Source: an optimization exercise on an open RTL-to-GDS flow (aim: small area). Production flows keep margins and buffers that such runs may drop.
Function not checked in this run: the RTL went through the layout flow alone.
Power and IR drop assume default switching activity.

### flow/config.mk
export PLATFORM = sky130hd
export DESIGN_NAME = fastled_cpe
export DESIGN_NICKNAME = fastled_cpe
export VERILOG_FILES = /design/flow/design.v
export SDC_FILE = /design/flow/constraint.sdc
export NUM_CORES = 4
export LEC_CHECK = 0
export CAP_MARGIN = 20
export CORE_MARGIN = 2
export CORE_UTILIZATION = 40
export SLEW_MARGIN = 20
### flow/constraint.sdc
create_clock -name core_clock -period 10.0 [get_ports {clk}]
set_input_delay 2.0000 -clock core_clock [delete_from_list [all_inputs] [get_ports {clk}]]
set_output_delay 2.0000 -clock core_clock [all_outputs]
set_load 0.01 [all_outputs]
### flow/design.v
module fastled_cpe #(
    parameter integer T1              = 4,
    parameter integer T2              = 5,
    parameter integer T3              = 6,
    parameter integer XTRA            = 0,
    parameter integer CNT_W           = 16,
    parameter integer PORT_W          = 8,
    parameter integer PIN             = 3,
    parameter integer MIN_GAP         = 100,
    parameter integer INT_TOLERANT    = 0,
    parameter integer ABORT_THRESHOLD = 16,
    parameter [PORT_W-1:0] PORT_INIT  = {PORT_W{1'b0}},
    parameter         IE_INIT         = 1'b1,
    parameter integer TW              = 32      
) (
    input  wire              clk,
    input  wire              rst,         
    input  wire              tick,        
    input  wire              reg_we,
    input  wire [3:0]        reg_addr,
    input  wire [31:0]       reg_wdata,
    output reg  [31:0]       reg_rdata,
    output wire              src_req,
    output wire [2:0]        src_op,
    output wire [1:0]        src_ch,
    input  wire [7:0]        src_byte,
    input  wire              src_more,
    output wire [PORT_W-1:0] port_out,
    output wire              irq_en,
    output wire              busy
);
    localparam integer NBITS   = 8 + XTRA;
    localparam integer PER_CFG = T1 + T2 + T3;
    localparam [PORT_W-1:0] PINMASK = {{(PORT_W-1){1'b0}}, 1'b1} << PIN;
    localparam VALID = (T1 >= 1) && (T2 >= 1) && (T3 >= 1) &&
                       (PER_CFG <= (1 << CNT_W) - 1) &&
                       (NBITS >= 8) && (NBITS <= 255) && (PIN < PORT_W);
    localparam [TW-1:0] PIX_TICKS = 3 * NBITS * PER_CFG;
    localparam [1:0] S_IDLE = 2'd0, S_RUN = 2'd1, S_FAULT = 2'd2;
    localparam [3:0] C_NONE = 4'd0, C_CFG_INVALID = 4'd1, C_NOT_CONFIGURED = 4'd2,
                     C_DEADLINE_ABORT = 4'd3, C_BAD_COMMAND = 4'd4,
                     C_ILLEGAL_UOP = 4'd5, C_UNWRITTEN_READ = 4'd6;
    localparam [5:0] OP_NOP    = 6'h00, OP_TCFG  = 6'h01, OP_TRST  = 6'h02,
                     OP_TEN    = 6'h03, OP_TDIS  = 6'h04, OP_WAITF = 6'h05,
                     OP_MASKS  = 6'h06, OP_PWH   = 6'h07, OP_PWL   = 6'h08,
                     OP_CLI    = 6'h09, OP_RSI   = 6'h0A,
                     OP_WSEL   = 6'h10, OP_LDBITS= 6'h11, OP_SHL   = 6'h12,
                     OP_BNZ    = 6'h13, OP_CALL  = 6'h14, OP_RET   = 6'h15,
                     OP_SRCPD  = 6'h20, OP_SRCSD = 6'h21, OP_SRCLD = 6'h22,
                     OP_SRCADV = 6'h23, OP_SRCHAS= 6'h24, OP_BF    = 6'h25,
                     OP_JMP    = 6'h26, OP_BNT   = 6'h27, OP_DLRST = 6'h28,
                     OP_DLCHK  = 6'h29, OP_PGWAIT= 6'h2A, OP_PGMARK= 6'h2B,
                     OP_ENDOK  = 6'h2C, OP_ENDAB = 6'h2D;
    localparam [2:0] SRC_PD = 3'd0, SRC_SD = 3'd1, SRC_LD = 3'd2,
                     SRC_ADV = 3'd3, SRC_HAS = 3'd4;
    localparam integer W_B = 0, W_I = 1, W_F = 2, W_HI = 3, W_LO = 4,
                       W_LR = 5, W_D = 6, W_SIE = 7;
    reg [CNT_W-1:0]  cnt, per, cmpa, cmpb;
    reg              ovf, ma, mb, en;
    reg [PORT_W-1:0] port;
    reg              ie;
    reg [7:0]        b, i;
    reg              f;
    reg [PORT_W-1:0] hi, lo;
    reg [9:0]        lr;
    reg [TW-1:0]     d;
    reg              sie;
    reg [7:0]        wr;           
    reg [9:0]        upc;
    reg [1:0]        state;
    reg              cfg_ok, done;
    reg [3:0]        cause;
    reg [TW-1:0]     t;
    reg [TW-1:0]     last_mark;
    reg              mark_valid;   
    reg              srcsel_zero;
    reg [23:0]       zcount, zcur;
    reg [15:0] uw;
    always @(*) begin
        case (upc)
            10'h000: uw = 16'hA800;   
            10'h001: uw = 16'h1800;   
            10'h002: uw = 16'h2000;   
            10'h003: uw = 16'h8000;   
            10'h004: uw = 16'h8800;   
            10'h005: uw = 16'h2400;   
            10'h006: uw = 16'h0400;   
            10'h007: uw = 16'h0800;   
            10'h008: uw = 16'h0C00;   
            10'h009: uw = 16'hA000;   
            10'h00A: uw = 16'h9000;   
            10'h00B: uw = 16'h9419;   
            10'h00C: uw = 16'h8400;   
            10'h00D: uw = 16'h5021;   
            10'h00E: uw = 16'h8801;   
            10'h00F: uw = 16'h5021;   
            10'h010: uw = 16'h8802;   
            10'h011: uw = 16'h5021;   
            10'h012: uw = 16'h8C00;   
            10'h013: uw = 16'h9C18;   
            10'h014: uw = 16'h2800;   
            10'h015: uw = 16'h2400;   
            10'h016: uw = 16'hA400;   
            10'h017: uw = 16'h941D;   
            10'h018: uw = 16'h980A;   
            10'h019: uw = 16'h1000;   
            10'h01A: uw = 16'h2800;   
            10'h01B: uw = 16'hAC00;   
            10'h01C: uw = 16'hB000;   
            10'h01D: uw = 16'h1000;   
            10'h01E: uw = 16'h2800;   
            10'h01F: uw = 16'hAC00;   
            10'h020: uw = 16'hB400;   
            10'h021: uw = 16'h4400 | NBITS[7:0];   
            10'h022: uw = 16'h1400;   
            10'h023: uw = 16'h0800;   
            10'h024: uw = 16'h1C00;   
            10'h025: uw = 16'h4000;   
            10'h026: uw = 16'h2000;   
            10'h027: uw = 16'h4800;   
            10'h028: uw = 16'h4C22;   
            10'h029: uw = 16'h5400;   
            default: uw = 16'hFFFF;   
        endcase
    end
    wire [5:0] opc = uw[15:10];
    wire [9:0] arg = uw[9:0];
    reg legal;
    always @(*) begin
        case (opc)
            OP_NOP, OP_TCFG, OP_TRST, OP_TEN, OP_TDIS, OP_MASKS, OP_PWH, OP_PWL,
            OP_CLI, OP_RSI, OP_WSEL, OP_SHL, OP_RET, OP_SRCPD, OP_SRCSD,
            OP_SRCADV, OP_SRCHAS, OP_DLRST, OP_DLCHK, OP_PGWAIT, OP_PGMARK,
            OP_ENDOK, OP_ENDAB:
                legal = (arg == 10'd0);
            OP_WAITF, OP_SRCLD:
                legal = (arg[9:2] == 8'd0) && (arg[1:0] != 2'd3);
            OP_LDBITS:
                legal = (arg[9:8] == 2'd0);
            OP_BNZ, OP_CALL, OP_BF, OP_JMP, OP_BNT:
                legal = 1'b1;
            default:
                legal = 1'b0;
        endcase
    end
    reg [7:0] rd_need;
    always @(*) begin
        rd_need = 8'd0;
        case (opc)
            OP_PWH:   rd_need[W_HI]  = 1'b1;
            OP_PWL:   rd_need[W_LO]  = 1'b1;
            OP_RSI:   rd_need[W_SIE] = 1'b1;
            OP_WSEL:  rd_need[W_B]   = 1'b1;
            OP_SHL:   begin rd_need[W_B] = 1'b1; rd_need[W_I] = 1'b1; end
            OP_BNZ:   rd_need[W_I]   = 1'b1;
            OP_RET:   rd_need[W_LR]  = 1'b1;
            OP_BF:    rd_need[W_F]   = 1'b1;
            OP_DLCHK: rd_need[W_D]   = 1'b1;
            default:  rd_need = 8'd0;
        endcase
    end
    wire running      = (state == S_RUN);
    wire unwritten_rd = |(rd_need & ~wr);
    wire step_ok      = running && legal && !unwritten_rd;
    wire is_src_op = (opc == OP_SRCPD) || (opc == OP_SRCSD) || (opc == OP_SRCLD) ||
                     (opc == OP_SRCADV) || (opc == OP_SRCHAS);
    assign src_req = step_ok && is_src_op && !srcsel_zero;
    assign src_op  = (opc == OP_SRCPD)  ? SRC_PD  :
                     (opc == OP_SRCSD)  ? SRC_SD  :
                     (opc == OP_SRCLD)  ? SRC_LD  :
                     (opc == OP_SRCADV) ? SRC_ADV : SRC_HAS;
    assign src_ch  = arg[1:0];
    wire [7:0] sel_byte = srcsel_zero ? 8'h00 : src_byte;
    wire       sel_more = srcsel_zero ? (zcur < zcount) : src_more;
    reg flag_sel;
    always @(*) begin
        case (arg[1:0])
            2'd0:    flag_sel = ovf;
            2'd1:    flag_sel = ma;
            default: flag_sel = mb;
        endcase
    end
    wire [TW-1:0] since_mark = t - last_mark;
    wire          gap_ok     = !mark_valid || (since_mark >= MIN_GAP);
    wire [TW-1:0] d_next     = d + PIX_TICKS;
    wire [TW-1:0] late       = t - (d_next + ABORT_THRESHOLD);
    wire          on_time    = $signed(late) <= 0;
    wire        host_acc  = reg_we && (state != S_RUN);
    wire [3:0]  hc_op     = reg_wdata[3:0];
    wire [23:0] hc_count  = reg_wdata[31:8];
    wire        hc_rsvd   = (hc_op == 4'h0) || (hc_op > 4'h3) || (reg_wdata[7:4] != 4'h0) ||
                            (((hc_op == 4'h1) || (hc_op == 4'h2)) && (hc_count != 24'd0));
    reg [CNT_W-1:0]  n_cnt, n_per, n_cmpa, n_cmpb, n_inc;
    reg              n_ovf, n_ma, n_mb, n_en;
    reg [PORT_W-1:0] n_port, n_hi, n_lo;
    reg              n_ie, n_f, n_sie;
    reg [7:0]        n_b, n_i, n_wr;
    reg [9:0]        n_lr, n_upc;
    reg [TW-1:0]     n_d, n_t, n_last_mark;
    reg              n_mark_valid;
    reg [1:0]        n_state;
    reg              n_cfg_ok, n_done;
    reg [3:0]        n_cause;
    reg              n_srcsel_zero;
    reg [23:0]       n_zcount, n_zcur;
    always @(*) begin
        n_cnt = cnt;   n_per = per;   n_cmpa = cmpa; n_cmpb = cmpb;
        n_ovf = ovf;   n_ma = ma;     n_mb = mb;     n_en = en;
        n_port = port; n_hi = hi;     n_lo = lo;
        n_ie = ie;     n_f = f;       n_sie = sie;
        n_b = b;       n_i = i;       n_wr = wr;
        n_lr = lr;     n_upc = upc;
        n_d = d;       n_t = t;       n_last_mark = last_mark;
        n_mark_valid = mark_valid;
        n_state = state;
        n_cfg_ok = cfg_ok; n_done = done; n_cause = cause;
        n_srcsel_zero = srcsel_zero;
        n_zcount = zcount; n_zcur = zcur;
        n_inc = {CNT_W{1'b0}};
        if (host_acc) begin
            case (reg_addr)
                4'h0: n_en   = reg_wdata[0];
                4'h2: n_per  = reg_wdata[CNT_W-1:0];
                4'h3: n_cmpa = reg_wdata[CNT_W-1:0];
                4'h4: n_cmpb = reg_wdata[CNT_W-1:0];
                4'h5: begin
                    if (reg_wdata[0]) n_ovf = 1'b0;
                    if (reg_wdata[1]) n_ma  = 1'b0;
                    if (reg_wdata[2]) n_mb  = 1'b0;
                end
                4'h6: n_port = reg_wdata[PORT_W-1:0];
                4'h9: begin
                    if (state == S_IDLE) begin
                        if (hc_rsvd) begin
                            n_cause = C_BAD_COMMAND;
                        end else if (hc_op == 4'h1) begin
                            n_cfg_ok = VALID;
                            n_cause  = VALID ? C_NONE : C_CFG_INVALID;
                        end else if (!cfg_ok) begin
                            n_cause = C_NOT_CONFIGURED;
                        end else begin
                            n_srcsel_zero = (hc_op == 4'h3);
                            n_zcount      = hc_count;
                            n_zcur        = 24'd0;
                            n_done        = 1'b0;
                            n_cause       = C_NONE;
                            n_upc         = 10'h000;
                            n_state       = S_RUN;
                        end
                    end
                end
                default: ;
            endcase
        end
        if (running) begin
            if (!legal) begin
                n_state = S_FAULT; n_done = 1'b0; n_cause = C_ILLEGAL_UOP;
            end else if (unwritten_rd) begin
                n_state = S_FAULT; n_done = 1'b0; n_cause = C_UNWRITTEN_READ;
            end else begin
                n_upc = upc + 10'd1;
                case (opc)
                    OP_NOP: ;
                    OP_TCFG: begin
                        n_per  = PER_CFG[CNT_W-1:0];
                        n_cmpa = T1[CNT_W-1:0];
                        n_cmpb = T1[CNT_W-1:0] + T2[CNT_W-1:0];
                    end
                    OP_TRST: begin
                        n_cnt = {CNT_W{1'b0}};
                        n_ovf = 1'b0; n_ma = 1'b0; n_mb = 1'b0;
                    end
                    OP_TEN:  n_en = 1'b1;
                    OP_TDIS: n_en = 1'b0;
                    OP_WAITF: if (!flag_sel) n_upc = upc;
                    OP_MASKS: begin
                        n_hi = port | PINMASK;
                        n_lo = port & ~PINMASK;
                        n_wr[W_HI] = 1'b1; n_wr[W_LO] = 1'b1;
                    end
                    OP_PWH: n_port = hi;
                    OP_PWL: n_port = lo;
                    OP_CLI: begin
                        n_sie = ie; n_ie = 1'b0; n_wr[W_SIE] = 1'b1;
                    end
                    OP_RSI: n_ie = sie;
                    OP_WSEL: if (!(b[7] ? mb : ma)) n_upc = upc;
                    OP_LDBITS: begin
                        n_i = arg[7:0]; n_wr[W_I] = 1'b1;
                    end
                    OP_SHL: begin
                        n_b = {b[6:0], 1'b0};
                        n_i = i - 8'd1;
                    end
                    OP_BNZ:  if (i != 8'd0) n_upc = arg;
                    OP_CALL: begin
                        n_lr = upc + 10'd1; n_wr[W_LR] = 1'b1; n_upc = arg;
                    end
                    OP_RET:  n_upc = lr;
                    OP_SRCPD, OP_SRCSD: ;
                    OP_SRCLD: begin
                        n_b = sel_byte; n_wr[W_B] = 1'b1;
                    end
                    OP_SRCADV: begin
                        n_b = sel_byte; n_wr[W_B] = 1'b1;
                        if (srcsel_zero) n_zcur = zcur + 24'd1;
                    end
                    OP_SRCHAS: begin
                        n_f = sel_more; n_wr[W_F] = 1'b1;
                    end
                    OP_BF:  if (!f) n_upc = arg;
                    OP_JMP: n_upc = arg;
                    OP_BNT: if (INT_TOLERANT == 0) n_upc = arg;
                    OP_DLRST: begin
                        n_d = t; n_wr[W_D] = 1'b1;
                    end
                    OP_DLCHK: begin
                        n_d = d_next;
                        n_f = on_time; n_wr[W_F] = 1'b1;
                    end
                    OP_PGWAIT: if (!gap_ok) n_upc = upc;
                    OP_PGMARK: begin
                        n_last_mark = t; n_mark_valid = 1'b1;
                    end
                    OP_ENDOK: begin
                        n_upc = upc; n_state = S_IDLE;
                        n_done = 1'b1; n_cause = C_NONE; n_wr = 8'd0;
                    end
                    OP_ENDAB: begin
                        n_upc = upc; n_state = S_IDLE;
                        n_done = 1'b0; n_cause = C_DEADLINE_ABORT; n_wr = 8'd0;
                    end
                    default: ;
                endcase
            end
        end
        if (tick) begin
            n_t = t + {{(TW-1){1'b0}}, 1'b1};
            if (n_en) begin
                n_inc = n_cnt + {{(CNT_W-1){1'b0}}, 1'b1};
                if (n_inc == n_per) begin
                    n_ovf = 1'b1;
                    n_inc = {CNT_W{1'b0}};
                end
                n_cnt = n_inc;
                if (n_cnt == n_cmpa) n_ma = 1'b1;
                if (n_cnt == n_cmpb) n_mb = 1'b1;
            end
        end
    end
    always @(posedge clk) begin
        if (rst) begin
            cnt <= {CNT_W{1'b0}}; per <= {CNT_W{1'b0}};
            cmpa <= {CNT_W{1'b0}}; cmpb <= {CNT_W{1'b0}};
            ovf <= 1'b0; ma <= 1'b0; mb <= 1'b0; en <= 1'b0;
            port <= PORT_INIT;
            ie <= IE_INIT;
            wr <= 8'd0;
            upc <= 10'h000;
            state <= S_IDLE;
            cfg_ok <= 1'b0; done <= 1'b0; cause <= C_NONE;
            t <= {TW{1'b0}};
            last_mark <= {TW{1'b0}};
            mark_valid <= 1'b0;
            srcsel_zero <= 1'b0;
            zcount <= 24'd0; zcur <= 24'd0;
        end else begin
            cnt <= n_cnt; per <= n_per; cmpa <= n_cmpa; cmpb <= n_cmpb;
            ovf <= n_ovf; ma <= n_ma; mb <= n_mb; en <= n_en;
            port <= n_port;
            ie <= n_ie;
            wr <= n_wr;
            upc <= n_upc;
            state <= n_state;
            cfg_ok <= n_cfg_ok; done <= n_done; cause <= n_cause;
            t <= n_t;
            last_mark <= n_last_mark;
            mark_valid <= n_mark_valid;
            srcsel_zero <= n_srcsel_zero;
            zcount <= n_zcount; zcur <= n_zcur;
        end
    end
    always @(posedge clk) begin
        b <= n_b; i <= n_i; f <= n_f;
        hi <= n_hi; lo <= n_lo;
        lr <= n_lr; d <= n_d; sie <= n_sie;
    end
    always @(*) begin
        reg_rdata = 32'd0;
        case (reg_addr)
            4'h0: reg_rdata = {28'd0, 2'b00, 1'b1, en};
            4'h1: reg_rdata[CNT_W-1:0]  = cnt;
            4'h2: reg_rdata[CNT_W-1:0]  = per;
            4'h3: reg_rdata[CNT_W-1:0]  = cmpa;
            4'h4: reg_rdata[CNT_W-1:0]  = cmpb;
            4'h5: reg_rdata = {29'd0, mb, ma, ovf};
            4'h6: reg_rdata[PORT_W-1:0] = port;
            4'h7: reg_rdata[PORT_W-1:0] = PINMASK;
            4'h8: reg_rdata = {24'd0, cause, (state == S_FAULT), done, cfg_ok, (state == S_RUN)};
            4'hA: reg_rdata = {23'd0, (INT_TOLERANT != 0), NBITS[7:0]};
            4'hB: reg_rdata = T1;
            4'hC: reg_rdata = T2;
            4'hD: reg_rdata = T3;
            default: reg_rdata = 32'd0;
        endcase
    end
    assign port_out = port;
    assign irq_en   = ie;
    assign busy     = (state == S_RUN);
endmodule
### flow/run.sh
#!/bin/bash
# synth_recipe.tcl (not shown) runs the flow's synth.tcl, then flattens the netlist and writes it again
# the make line also repeats each setting of config.mk as NAME=value (left out here)
make -C /OpenROAD-flow-scripts/flow DESIGN_CONFIG=/design/flow/config.mk WORK_HOME=/design/flow/orfs CLKGATE_MAP_FILE= SYNTH_SCRIPT=/design/flow/synth_recipe.tcl finish
==> results.cfg <==
[outcome]
outcome = timing/DRC/antenna clean

[cts]
cts_sinks = 296
cts_tree = built
cts_resized = 0
htree_levels = 2
hold_buffers = 0
cts_max_path_buffers = 3
clk_latency_ns = 0.56
clock-root-buffer = clkbuf_16
path_clk_slew_ns = 0.06
postCtsSetupBuffers = 0
cts_buffers = 37

[timing]
finalSetupViolCount = 0
fin_crit_sh = 0.687
timing.hold.ws_ns = 0.450
timing.slew.headroom = 0.280
fmax_ghz = 0.145
period_needed_ns = 6.87
rsz0062_at_grt = no
worst_pin_slew_ns = 1.07
hold_violations = 0
maxSlewViolCount = 0
setup_ws_ns = 3.13
fin_worst_skew_ns = 0.0347
tns_ns = 0

[power]
p_leak_nw = 9.30
p_per_area_nw_per_um2 = 117
total_power_mw = 2.73
vdd_drop_max_mv = 0.102

[critical_path]
crit_family = simple AND/OR/NAND/NOR gates
path_max_fanout = 15
crit_path_max_incr_delay_ns = 0.83
cp.arrival_ns = 4.87
cp-start-kind = primary input
required_ns = 8.00
cpMaxStageDelayCell = nor3_2
cp_num_buf_inv = 2
worstSetupPathType = in -> out
path_cells = clkdlybuf4s50_1 -> nand2b_1 -> nor3_2 -> a22oi_1 -> nand2_1 -> clkdlybuf4s50_1
crit_path_end_kind = output pin
worst_path_most_repeated_cell = clkdlybuf4s50_1

[synth]
syn_area_per_cell_um2 = 7.79
syn_area_um2 = 20800
yosysTopAreaCellShare = 0.221
yosysSeqAreaShare = 0.317
synth_top_area_cell = dfxtp_1
ys.warnings.count = 1
synthFlopType = dfxtp_1
synth_edf_count = 67
synthTopCellsByArea = dfxtp_1, edfxtp_1, ha_1
ys_seq_elements = 296
async_flop_share = 0
syn_inst = 2669
synth.distinct_cells = 96

[floorplan]
core_area_um2 = 51300
io_pins = 97
rows = 83
dieHeight_um = 232
dieArea_um2 = 53800
start_util = 0.405
die_w_um = 232

[placed_design]
dp.cells = 3326
dp_hpwl_um = 50000
place_congestion = 0.957
placed_area_um2 = 22000
portBuffers = 80
dpl_worst_slack_ns = 2.74

[finish]
area_delta_synth_final_pct = 12.0
final_cell_mix = nor2_1, nand2_1, a21oi_1
fin_util = 0.454
final_common_cell = nor2_1
insertedDiodeCount = 0
fin_area_um2 = 23300
drive_above_1_share = 0.0516
nets = 2865
fin_cells = 3393

[global_route]
overflow = 0
grt_pass1_wl_um = 105000
grt_max_degree = 86
grtUsageTotal = 0.243
antenna_found_initial = 0
grt_pass1_vias = 19100

[drt]
drc = 0
avgRoutedWirePerCell_um = 19.7
drt-initial-drc-count = 1782
drt_wl_total_um = 66900
num_vias = 19900
dr.pass1.iters = 6
via_per_inst = 5.85
ant_nets = 0

[run]
maxCapViolCount = 0

[hold_path]
hold_class = reg -> reg
## cell families (layout without fill, tap and decap cells)
family          Yosys count  in the layout  share of synthesized area
buf+inv                 347            376                     0.0681
other cells               1             16                   0.000180
simple gates           1014           1014                      0.235
fa+ha+maj               131            131                     0.0796
mux                      74             74                     0.0365
compound gates          678            678                      0.210
xor+xnor                128            128                     0.0539
flops                   296            296                      0.317
## tightest hold or removal path: stages (launching register included)
cell and delay (ns):
dfxtp_1 0.31, nand2_1 0.05, a21oi_1 0.05
## power breakdown
part / total (mW) / switching, mW / internal, mW / leakage [nW]
Combinational: 0.143 / 0.0888 / 0.0539 / 6.29
Sequential: 1.23 / 0.00490 / 1.22 / 2.42
Clock: 1.37 / 0.561 / 0.805 / 0.600
Total: 2.73 / 0.654 / 2.08 / 9.30
## routing by layer
metal / up-vias / share of wire / global-route usage
met1: 9498 / 0.44 / 0.324
met2: 738 / 0.46 / 0.393
met5: - / 0 / 0
met4: 0 / 0.031 / 0.0883
met3: 125 / 0.070 / 0.0426
li1: 9504 / - / -
## cells in the mapped netlist (11+ instances only)
| cell type | n |
|---|---|
| a31oi_1 | 26 |
| nand3b_1 | 30 |
| a211oi_1 | 19 |
| inv_1 | 203 |
| nor2_1 | 316 |
| o21a_1 | 21 |
| buf_2 | 11 |
| o22ai_1 | 19 |
| a21o_1 | 34 |
| a21oi_1 | 244 |
| and2_1 | 15 |
| xnor2_1 | 90 |
| nor3_1 | 65 |
| a22oi_1 | 22 |
| nand3_1 | 75 |
| mux2_2 | 15 |
| ha_1 | 129 |
| o211ai_1 | 20 |
| nand4_1 | 34 |
| or3_1 | 14 |
| dfxtp_1 | 229 |
| nor4_1 | 26 |
| nand2_1 | 259 |
| mux2i_1 | 59 |
| buf_4 | 22 |
| nand2b_1 | 44 |
| edfxtp_1 | 67 |
| xor2_1 | 38 |
| and3_1 | 53 |
| clkbuf_1 | 101 |
| a222oi_1 | 13 |
| nor2b_1 | 26 |
| o21ai_0 | 123 |
## state kept, by name (all words and copies together), names as in the netlist, 2 cells and up, named ones only
| name | cells |
|---|---|
| cmpa | 16 |
| zcount | 24 |
| d | 32 |
| cause | 4 |
| wr | 7 |
| cnt | 16 |
| zcur | 24 |
| upc | 10 |
| lr | 10 |
| b | 8 |
| per | 16 |
| i | 8 |
| lo | 7 |
| t | 32 |
| port | 8 |
| state | 2 |
| last_mark | 32 |
| cmpb | 16 |
## cell type report
class	count	area, um2
multi-input combinational	2041	12900
timing repair buffer	101	956
clock inverter	16	160
sequential	296	6600
inverter	208	783
clock buffer	51	1070
tap	680	851
fill	5144	28000
## path summary, 6_finish.rpt
check | end | cells past startpoint | slack [ns] | start
worst min-delay path | last_mark[24]$_SDFFE_PP0P_ | 2 | 0.45 | last_mark[24]$_SDFFE_PP0P_
worst min register to register | last_mark[24]$_SDFFE_PP0P_ | 2 | 0.45 | last_mark[24]$_SDFFE_PP0P_
worst max-delay path | reg_rdata[7] | 6 | 3.13 | reg_addr[1]
worst max register to register | f$_DFFE_PP_ | 24 | 3.56 | d[3]$_DFFE_PP_

[separate check: timing with driven ports]
How much do the figures lean on ideal ports? The routed layout below was timed once more, with nothing changed but the port constraints.
Step 1, drivers: a clkbuf_16 drives clk and a buf_2 each remaining input, both assumed.
Step 2 adds t to the input delays and takes it off the output delays; t is the mean of the earliest and latest rising clock arrival at the registers after step 1. Input paths then give back, and output paths get back, about the clock's delay inside the block.
Three values: no drivers, after step 1, after step 2; two values: the first two.
t (ns): 0.605
slack for setup (ns): 3.126 / 3.103 / 2.595
worst setup path after step 2: input to register
latest minus earliest clock arrival (ns): 0.041 / 0.041
worst slew at a driven data input, ns: 0.04
After both steps setup and hold are still met in this run. For this run, drivers alone change the setup slack by -0.023 ns; drivers and shift together by -0.531 ns.
